What follows belongs to an exercise in optimizing a design on an open flow for small area; a production flow would make more cautious choices. In this exercise RTL edits were held to simulation tests only and were not proved equivalent to the original. Power is estimated from default activity; no workload was simulated.

File: design/flow/constraint.sdc
create_clock -name core_clock -period 10.0 [get_ports {clk}]
set_input_delay 2.0000 -clock core_clock [delete_from_list [all_inputs] [get_ports {clk}]]
set_output_delay 2.0000 -clock core_clock [all_outputs]
set_load 0.01 [all_outputs]
File: design/flow/run.sh
#!/bin/bash
# synth_recipe.tcl (not shown) runs the flow's synth.tcl, then flattens the netlist and writes it again
# the make line also repeats each setting of config.mk as NAME=value (left out here)
make -C /OpenROAD-flow-scripts/flow DESIGN_CONFIG=/design/flow/config.mk WORK_HOME=/design/flow/orfs CLKGATE_MAP_FILE= SYNTH_SCRIPT=/design/flow/synth_recipe.tcl finish
File: design/flow/design.v
module edge_capture_fsm #(
    parameter integer TICKS_PER_US  = 1,
    parameter integer THRESHOLD_US  = 35,
    parameter integer CAPTURE_TICKS = 10000,
    parameter integer MAX_EDGES     = 83,
    parameter integer TS_W          = 32,
    parameter integer CW            = $clog2(MAX_EDGES + 1)
) (
    input  wire            clk,
    input  wire            rst,
    input  wire            start,
    input  wire            line_level,
    input  wire            line_err,
    input  wire [CW-1:0]   dbg_edge_idx,
    input  wire [CW-1:0]   dbg_bit_idx,
    output wire            busy,
    output wire [1:0]      phase,
    output wire [2:0]      status,
    output wire            have_reading,
    output wire            host_viol,
    output wire [7:0]      status_word,
    output wire [15:0]     humidity_x10,
    output wire [15:0]     temperature_x10,
    output wire            temp_sign,
    output wire [39:0]     frame,
    output wire [CW-1:0]   frame_offset,
    output wire [CW-1:0]   edge_count,
    output wire [CW-1:0]   bit_count,
    output wire [CW-1:0]   rejects,
    output wire [TS_W-1:0] elapsed,
    output wire            dbg_edge_valid,
    output wire [TS_W-1:0] dbg_edge_ts,
    output wire            dbg_edge_kind,
    output wire            dbg_bit_valid,
    output wire            dbg_bit
);
    localparam integer THRESH_TICKS = THRESHOLD_US * TICKS_PER_US;
    localparam integer BIT_CAP      = MAX_EDGES - 1;
    localparam integer FRAME_BITS   = 40;
    localparam [1:0] PH_IDLE     = 2'd0;
    localparam [1:0] PH_CAPTURE  = 2'd1;
    localparam [1:0] PH_CLASSIFY = 2'd2;
    localparam [1:0] PH_DECODE   = 2'd3;
    localparam [2:0] ST_NONE     = 3'd0;
    localparam [2:0] ST_BUSY     = 3'd1;
    localparam [2:0] ST_OK       = 3'd2;
    localparam [2:0] ST_LINE_IO  = 3'd3;
    localparam [2:0] ST_INSUF    = 3'd4;
    localparam [2:0] ST_NO_FRAME = 3'd5;
    reg [1:0]      phase_q;
    reg [2:0]      status_q;
    reg [TS_W-1:0] elapsed_q;
    reg            last_level_q;
    reg            have_last_q;
    reg [CW-1:0]   edge_cnt_q;
    reg [CW-1:0]   cls_idx_q;
    reg [CW-1:0]   bit_cnt_q;
    reg [CW-1:0]   win_off_q;
    reg [CW-1:0]   rejects_q;
    reg [15:0]     res_hum_q;
    reg [15:0]     res_temp_q;
    reg            res_tsign_q;
    reg [39:0]     res_frame_q;
    reg [CW-1:0]   res_off_q;
    reg            have_reading_q;
    reg            host_viol_q;
    reg [TS_W-1:0]      edge_ts   [0:MAX_EDGES-1];
    reg [MAX_EDGES-1:0] edge_kind;
    reg [BIT_CAP-1:0]   bits_q;
    wire changed   = (line_level != last_level_q);
    wire cap_edge  = have_last_q && changed;
    wire [CW:0] edge_cnt_next = edge_cnt_q + (cap_edge ? 1'b1 : 1'b0);
    wire cap_end   = (edge_cnt_next == MAX_EDGES) || (elapsed_q == CAPTURE_TICKS);
    wire [CW:0]     cls_next       = cls_idx_q + 1'b1;
    wire            pair_avail     = (cls_next < edge_cnt_q);
    wire            second_falling = pair_avail && !edge_kind[cls_next[CW-1:0]];
    wire [TS_W-1:0] pulse_len      = edge_ts[cls_next[CW-1:0]] - edge_ts[cls_idx_q];
    wire            pulse_bit      = (pulse_len > THRESH_TICKS);
    wire [BIT_CAP-1:0]    bits_shifted = bits_q >> win_off_q;
    reg  [FRAME_BITS-1:0] window;
    integer m;
    always @(*) begin
        for (m = 0; m < FRAME_BITS; m = m + 1)
            window[FRAME_BITS-1-m] = bits_shifted[m];
    end
    wire [7:0] b0 = window[39:32];
    wire [7:0] b1 = window[31:24];
    wire [7:0] b2 = window[23:16];
    wire [7:0] b3 = window[15:8];
    wire [7:0] b4 = window[7:0];
    wire [7:0] sum8  = b0 + b1 + b2 + b3;
    wire       ck_ok = (sum8 == b4);
    wire        short_seq = (bit_cnt_q < FRAME_BITS);
    wire        win_avail = ({1'b0, win_off_q} + FRAME_BITS) <= bit_cnt_q;
    wire [15:0] tmag      = {1'b0, b2[6:0], b3};
    wire [15:0] temp16    = b2[7] ? (16'd0 - tmag) : tmag;
    always @(posedge clk) begin
        if (rst) begin
            phase_q        <= PH_IDLE;
            status_q       <= ST_NONE;
            elapsed_q      <= {TS_W{1'b0}};
            last_level_q   <= 1'b0;
            have_last_q    <= 1'b0;
            edge_cnt_q     <= {CW{1'b0}};
            cls_idx_q      <= {CW{1'b0}};
            bit_cnt_q      <= {CW{1'b0}};
            win_off_q      <= {CW{1'b0}};
            rejects_q      <= {CW{1'b0}};
            res_hum_q      <= 16'd0;
            res_temp_q     <= 16'd0;
            res_tsign_q    <= 1'b0;
            res_frame_q    <= 40'd0;
            res_off_q      <= {CW{1'b0}};
            have_reading_q <= 1'b0;
            host_viol_q    <= 1'b0;
        end else begin
            if (start && phase_q != PH_IDLE)
                host_viol_q <= 1'b1;
            case (phase_q)
                PH_IDLE: begin
                    if (start) begin
                        phase_q      <= PH_CAPTURE;
                        status_q     <= ST_BUSY;
                        elapsed_q    <= {TS_W{1'b0}};
                        last_level_q <= 1'b0;
                        have_last_q  <= 1'b0;
                        edge_cnt_q   <= {CW{1'b0}};
                        cls_idx_q    <= {CW{1'b0}};
                        bit_cnt_q    <= {CW{1'b0}};
                        win_off_q    <= {CW{1'b0}};
                        rejects_q    <= {CW{1'b0}};
                    end
                end
                PH_CAPTURE: begin
                    if (line_err) begin
                        phase_q  <= PH_IDLE;
                        status_q <= ST_LINE_IO;
                    end else begin
                        elapsed_q <= elapsed_q + 1'b1;
                        if (!have_last_q) begin
                            last_level_q <= line_level;
                            have_last_q  <= 1'b1;
                        end else if (changed) begin
                            last_level_q <= line_level;
                            edge_cnt_q   <= edge_cnt_next[CW-1:0];
                        end
                        if (cap_end) begin
                            phase_q   <= PH_CLASSIFY;
                            cls_idx_q <= {CW{1'b0}};
                        end
                    end
                end
                PH_CLASSIFY: begin
                    if (pair_avail) begin
                        cls_idx_q <= cls_next[CW-1:0];
                        if (second_falling)
                            bit_cnt_q <= bit_cnt_q + 1'b1;
                    end else begin
                        phase_q   <= PH_DECODE;
                        win_off_q <= {CW{1'b0}};
                    end
                end
                PH_DECODE: begin
                    if (short_seq) begin
                        phase_q  <= PH_IDLE;
                        status_q <= ST_INSUF;
                    end else if (!win_avail) begin
                        phase_q  <= PH_IDLE;
                        status_q <= ST_NO_FRAME;
                    end else if (ck_ok) begin
                        phase_q        <= PH_IDLE;
                        status_q       <= ST_OK;
                        res_frame_q    <= window;
                        res_hum_q      <= {b0, b1};
                        res_tsign_q    <= b2[7];
                        res_temp_q     <= temp16;
                        res_off_q      <= win_off_q;
                        have_reading_q <= 1'b1;
                    end else begin
                        rejects_q <= rejects_q + 1'b1;
                        win_off_q <= win_off_q + 1'b1;
                    end
                end
            endcase
        end
    end
    always @(posedge clk) begin
        if (!rst && phase_q == PH_CAPTURE && !line_err && cap_edge) begin
            edge_ts[edge_cnt_q[CW-1:0]]   <= elapsed_q;
            edge_kind[edge_cnt_q[CW-1:0]] <= line_level;
        end
        if (!rst && phase_q == PH_CLASSIFY && second_falling)
            bits_q[bit_cnt_q] <= pulse_bit;
    end
    assign busy            = (phase_q != PH_IDLE);
    assign phase           = phase_q;
    assign status          = status_q;
    assign have_reading    = have_reading_q;
    assign host_viol       = host_viol_q;
    assign status_word     = {busy, host_viol_q, have_reading_q, status_q, phase_q};
    assign humidity_x10    = res_hum_q;
    assign temperature_x10 = res_temp_q;
    assign temp_sign       = res_tsign_q;
    assign frame           = res_frame_q;
    assign frame_offset    = res_off_q;
    assign edge_count      = edge_cnt_q;
    assign bit_count       = bit_cnt_q;
    assign rejects         = rejects_q;
    assign elapsed         = elapsed_q;
    assign dbg_edge_valid  = (dbg_edge_idx < edge_cnt_q);
    assign dbg_edge_ts     = edge_ts[dbg_edge_idx];
    assign dbg_edge_kind   = edge_kind[dbg_edge_idx];
    assign dbg_bit_valid   = (dbg_bit_idx < bit_cnt_q);
    assign dbg_bit         = bits_q[dbg_bit_idx];
endmodule
File: design/flow/config.mk
export PLATFORM = sky130hd
export DESIGN_NAME = edge_capture_fsm
export DESIGN_NICKNAME = edge_capture_fsm
export VERILOG_FILES = /design/flow/design.v
export SDC_FILE = /design/flow/constraint.sdc
export NUM_CORES = 4
export LEC_CHECK = 0
export CAP_MARGIN = 30
export CORE_MARGIN = 2
export CORE_UTILIZATION = 35
export SLEW_MARGIN = 40
==> impl_metrics.prom <==
# TYPE chip_impl_metric gauge
chip_impl_info{name="synth_ff_type",value="edfxtp_1"} 1
chip_impl_metric{name="cpPeakStageDelay",unit="ps"} 720
chip_impl_metric{name="reg2reg_depth",unit=""} 20
chip_impl_metric{name="maxClockFrequency",unit="MHz"} 113
chip_impl_metric{name="drc",unit=""} 0
chip_impl_metric{name="worst_hold_slack",unit="ps"} 470
chip_impl_metric{name="finish.utilization",unit="%"} 40.0
chip_impl_metric{name="crit_required",unit="ps"} 10700
chip_impl_metric{name="sequential_element_share_of_the_synthesized_area",unit="%"} 52.0
chip_impl_metric{name="synth.ff_latch_count",unit=""} 2966
chip_impl_metric{name="post_synthesis_async_set_or_reset_flop_share",unit="%"} 0
chip_impl_metric{name="gr-usage-all-layers",unit="%"} 25.8
chip_impl_metric{name="power_per_cell_area",unit="nW/um2"} 140
chip_impl_metric{name="place.detailed.hpwl",unit="mm"} 389
chip_impl_metric{name="netlist.area_leader.share",unit="%"} 50.3
chip_impl_info{name="ys_top_cells_by_area",value="edfxtp_1 50%, mux4_2 36%, dfxtp_1 1.7%"} 1
chip_impl_info{name="list_of_cells_traversed_by_the_critical_path",value="buf_12, buf_16, buf_4, mux4_2, mux4_2, mux4_2, nand2_1, o21ai_0, ha_1, a21o_1, a2111oi_0, or3_1, and2_1, mux2i_1, a2111oi_0, and4_1, nand4_1, nor4_4, buf_12, a31oi_1"} 1
chip_impl_metric{name="place.port_buffers",unit=""} 203
chip_impl_metric{name="syn-num-nets",unit=""} 9411
chip_impl_metric{name="synth.distinct_cells",unit=""} 89
chip_impl_info{name="tritoncts",value="built"} 1
chip_impl_metric{name="drive_gt1_share",unit="%"} 39.8
chip_impl_metric{name="grt_start_max_net_pins",unit=""} 124
chip_impl_metric{name="route.antenna.remaining_nets",unit=""} 0
chip_impl_metric{name="number_of_instances_in_the_placed_design",unit=""} 15400
chip_impl_metric{name="p_leak",unit="nW"} 60.5
chip_impl_metric{name="max_clock_buf_depth",unit=""} 4
chip_impl_metric{name="die_area",unit="um2"} 487000
chip_impl_metric{name="core",unit="um2"} 479000
chip_impl_metric{name="synth-simple-area-share",unit="%"} 3.25
chip_impl_info{name="worstReg2RegEnd",value="bits_q[53]"} 1
chip_impl_metric{name="final_period_minus_worst_setup_slack",unit="ps"} 8880
chip_impl_metric{name="tritoncts_num_sinks",unit=""} 2966
chip_impl_metric{name="grt_pass1_vias",unit=""} 108000
chip_impl_info{name="holdCritPathClass",value="reg -> reg"} 1
chip_impl_info{name="critical_path.startpoint",value="cls_idx_q[0]"} 1
chip_impl_info{name="outcome",value="no timing/DRC/antenna violations"} 1
chip_impl_metric{name="timing.critical_path.fanout_max",unit=""} 82
chip_impl_metric{name="grt_first_pass_wirelength",unit="mm"} 886
chip_impl_metric{name="mappedNetlistArea",unit="um2"} 169000
chip_impl_metric{name="tns",unit="ps"} 0
chip_impl_metric{name="num-nets-final",unit=""} 9504
chip_impl_metric{name="routed_wirelength",unit="mm"} 642
chip_impl_metric{name="insertion_delay",unit="ps"} 1000
chip_impl_metric{name="clock_tree.htree_level_count",unit=""} 5
chip_impl_metric{name="die_width",unit="um"} 698
chip_impl_metric{name="holdPathStages",unit=""} 2
chip_impl_info{name="timing.hold.worst.start",value="have_last_q"} 1
chip_impl_metric{name="synth_edf_count",unit=""} 2821
chip_impl_metric{name="first_iter_violations",unit=""} 17400
chip_impl_metric{name="synth_area_per_cell",unit="um2"} 18.1
chip_impl_metric{name="cts_buffers",unit=""} 332
chip_impl_metric{name="max_cap_violations",unit=""} 0
chip_impl_metric{name="post-cts-setup-buffer-count",unit=""} 0
chip_impl_info{name="cts_root_buffer",value="clkbuf_16"} 1
chip_impl_metric{name="fin_crit_sh",unit="%"} 88.8
chip_impl_info{name="criticalPathCategory",value="reg -> reg"} 1
chip_impl_info{name="cp-start-kind",value="flip-flop"} 1
chip_impl_metric{name="post_synth_xor_area_fraction",unit="%"} 0.345
chip_impl_metric{name="reg2reg_setup_slack",unit="ps"} 1120
chip_impl_info{name="reg2reg_from",value="cls_idx_q[0]"} 1
chip_impl_metric{name="boundaryPins",unit=""} 204
chip_impl_metric{name="grt_antenna_before_repair",unit=""} 18
chip_impl_metric{name="slew_headroom",unit="%"} 34.2
chip_impl_info{name="synth_top_family_by_area",value="multiplexers"} 1
chip_impl_metric{name="viasPerCell",unit=""} 6.83
chip_impl_info{name="worstSetupEndpointType",value="flip-flop"} 1
chip_impl_metric{name="tightest_slew",unit="ps"} 987
chip_impl_metric{name="start_util",unit="%"} 35.2
chip_impl_metric{name="skew",unit="ps"} 121
chip_impl_metric{name="worst_ep_arrival_time",unit="ps"} 9580
chip_impl_metric{name="synth_compound_gate_area_share",unit="%"} 3.29
chip_impl_metric{name="setup_violations",unit=""} 0
chip_impl_info{name="setup_repair_after_global_routing_missed_its_margin",value="no"} 1
chip_impl_metric{name="chipHeight",unit="um"} 698
chip_impl_metric{name="layout-area-overhead-vs-synth",unit="%"} 13.8
chip_impl_metric{name="global_route.overflow_total",unit=""} 0
chip_impl_metric{name="instances_no_fill",unit=""} 16100
chip_impl_info{name="ys_top_cells_by_count",value="2821 x edfxtp_1, 2685 x mux4_2, 534 x nor2_1, 522 x clkbuf_1, 404 x nand2_1"} 1
chip_impl_metric{name="yosys_warnings",unit=""} 1
chip_impl_metric{name="finalHoldViolations",unit=""} 0
chip_impl_metric{name="route.vias.total",unit=""} 110000
chip_impl_info{name="timing.critical_path.mode_cell",value="mux4_2"} 1
chip_impl_metric{name="route.detailed.wl_per_inst",unit="um"} 39.9
chip_impl_metric{name="holdBufCountCts",unit=""} 0
chip_impl_info{name="dominant_cell_by_count_in_the_synthesized_netlist",value="edfxtp_1"} 1
chip_impl_metric{name="gp_routability_congestion",unit=""} 0.922
chip_impl_metric{name="clkTransAtPathRegs",unit="ps"} 70
chip_impl_info{name="min_delay_worst_endpoint",value="have_last_q"} 1
chip_impl_metric{name="post_synth_fa_ha_maj_area_fraction",unit="%"} 0.794
chip_impl_metric{name="drt_first_pass_iters",unit=""} 6
chip_impl_metric{name="multiplexer_share_of_the_synthesized_area",unit="%"} 38.1
chip_impl_metric{name="worst_case_vdd_ir_drop",unit="mV"} 0.133
chip_impl_info{name="netlist.top_cell.by_area",value="edfxtp_1"} 1
chip_impl_metric{name="post_cts_resized",unit=""} 0
chip_impl_metric{name="std_cell_rows",unit=""} 254
chip_impl_info{name="critPathSlowestCell",value="dfxtp_4"} 1
chip_impl_metric{name="count_of_pins_over_their_slew_limit",unit=""} 0
chip_impl_metric{name="syn-instance-count",unit=""} 9294
chip_impl_metric{name="report.power.total",unit="mW"} 26.9
## worst max-delay path by stage
stage | slack (ps) | end
after floorplan | 790 | edge_ts[60][0]
after global placement | 1210 | bits_q[64]
after detailed placement | 1430 | bits_q[53]
after CTS | 1430 | bits_q[53]
after global routing | 980 | bits_q[62]
final | 1120 | bits_q[53]
## placed cells by master (no fill, tap or decap), types with 25 or more instances in the layout
cell and instances:
edfxtp_1 2821, mux4_2 2685, nor2_1 441, nand2_1 401
clkbuf_16 342, a21oi_1 315, o21ai_0 290, mux2i_1 282
buf_4 229, clkdlybuf4s50_1 195, dfxtp_1 98, mux2_2 84
nor2_4 84, ha_1 82, buf_12 82, a31oi_1 75
nand3_1 73, clkinv_1 68, clkbuf_1 66, inv_1 64
buf_6 62, nor3_1 54, clkinv_2 52, xnor2_1 43
a21o_1 39, bufinv_16 33, a211oi_1 31, nand4_1 30
dfxtp_2 26, o22ai_1 25
## flip-flops by register name (all words and copies together), names as in the netlist, named ones only
signal / count
have_last_q: 1
edge_ts: 2656
last_level_q: 1
status_q: 3
win_off_q: 7
cls_idx_q: 7
phase_q: 1
elapsed_q: 32
bits_q: 82
edge_kind: 83
edge_cnt_q: 7
res_frame_q: 25
rejects_q: 7
host_viol_q: 1
res_hum_q: 15
res_temp_q: 15
have_reading_q: 1
res_off_q: 7
bit_cnt_q: 7
## kinds of logic (layout without fill, tap and decap cells)
| kind of cell | count (synthesis) | after routing |
|---|---|---|
| AND/OR/NAND/NOR | 1254 | 1254 |
| flip-flops | 2966 | 2966 |
| multiplexers | 3055 | 3055 |
| adder cells (fa/ha/maj) | 98 | 98 |
| XOR/XNOR | 64 | 64 |
| other | 0 | 18 |
| buffers and inverters | 915 | 1275 |
| AO/OA/AOI/OAI | 942 | 942 |
## per-stage QoR
stage	setup slack, ps	area [um2]
after CTS	1430	191000
after detailed placement	1430	181000
final	1120	192000
after floorplan	788	169000
after global placement	1210	180000
after global routing	980	192000
## final cells by class
cell class | instances | area [um2]
sequential | 2966 | 87700
fill | 42300 | 287000
inverter | 71 | 267
clock buffer | 412 | 8860
multi-input combinational | 5413 | 78100
clock inverter | 189 | 1990
tap | 6400 | 8010
timing repair buffer | 603 | 6830
antenna | 18 | 45.0
## worst max-delay path, delay by kind of cell, from the launching register on
family,cells,cell delay [ps]
mux,4,1700
buf+inv,4,1710
compound gates,5,1780
simple gates,6,1810
fa+ha+maj,1,420
flops,1,720
## layer usage
layer  global-route usage [%]  up-vias  routed length (um)
met3                     7.33     1778               82800
met1                     32.8    58300              221000
li1                         -    40700                   -
met4                     16.5       10               50800
met5                        0        -                  59
met2                     38.9     8953              288000
## report_power, final
part	switching, mW	leakage, nW	internal (mW)
clock	5.33	5.27	7.16
sequential	0.0135	31.0	13.4
combinational	0.584	24.2	0.377
total	5.93	60.5	20.9

-- static timing again, ports no longer ideal --
How much do the figures lean on ideal ports? The routed layout below was timed once more, with nothing changed but the port constraints.
Step 1 assumes that a clkbuf_16 drives the clock port and a buf_2 every other input.
Step 2 adds t to the input delays and takes it off the output delays; t is the mean of the earliest and latest rising clock arrival at the registers after step 1. Input paths then give back, and output paths get back, about the clock's delay inside the block.
Slacks: ideal / step 1 / step 2; pairs: ideal / step 1.
t (ns): 1.069
setup WS [ns]: 1.122 / 1.122 / 1.122
worst hold slack (ns): 0.470 / 0.470 / 0.470
worst setup path at the end: register to register
latest minus earliest clock arrival (ns): 0.147 / 0.147
After both steps this run still meets setup and hold. The setup slack of this run moves by 0.000 ns with the drivers and by 0.000 ns with both steps.
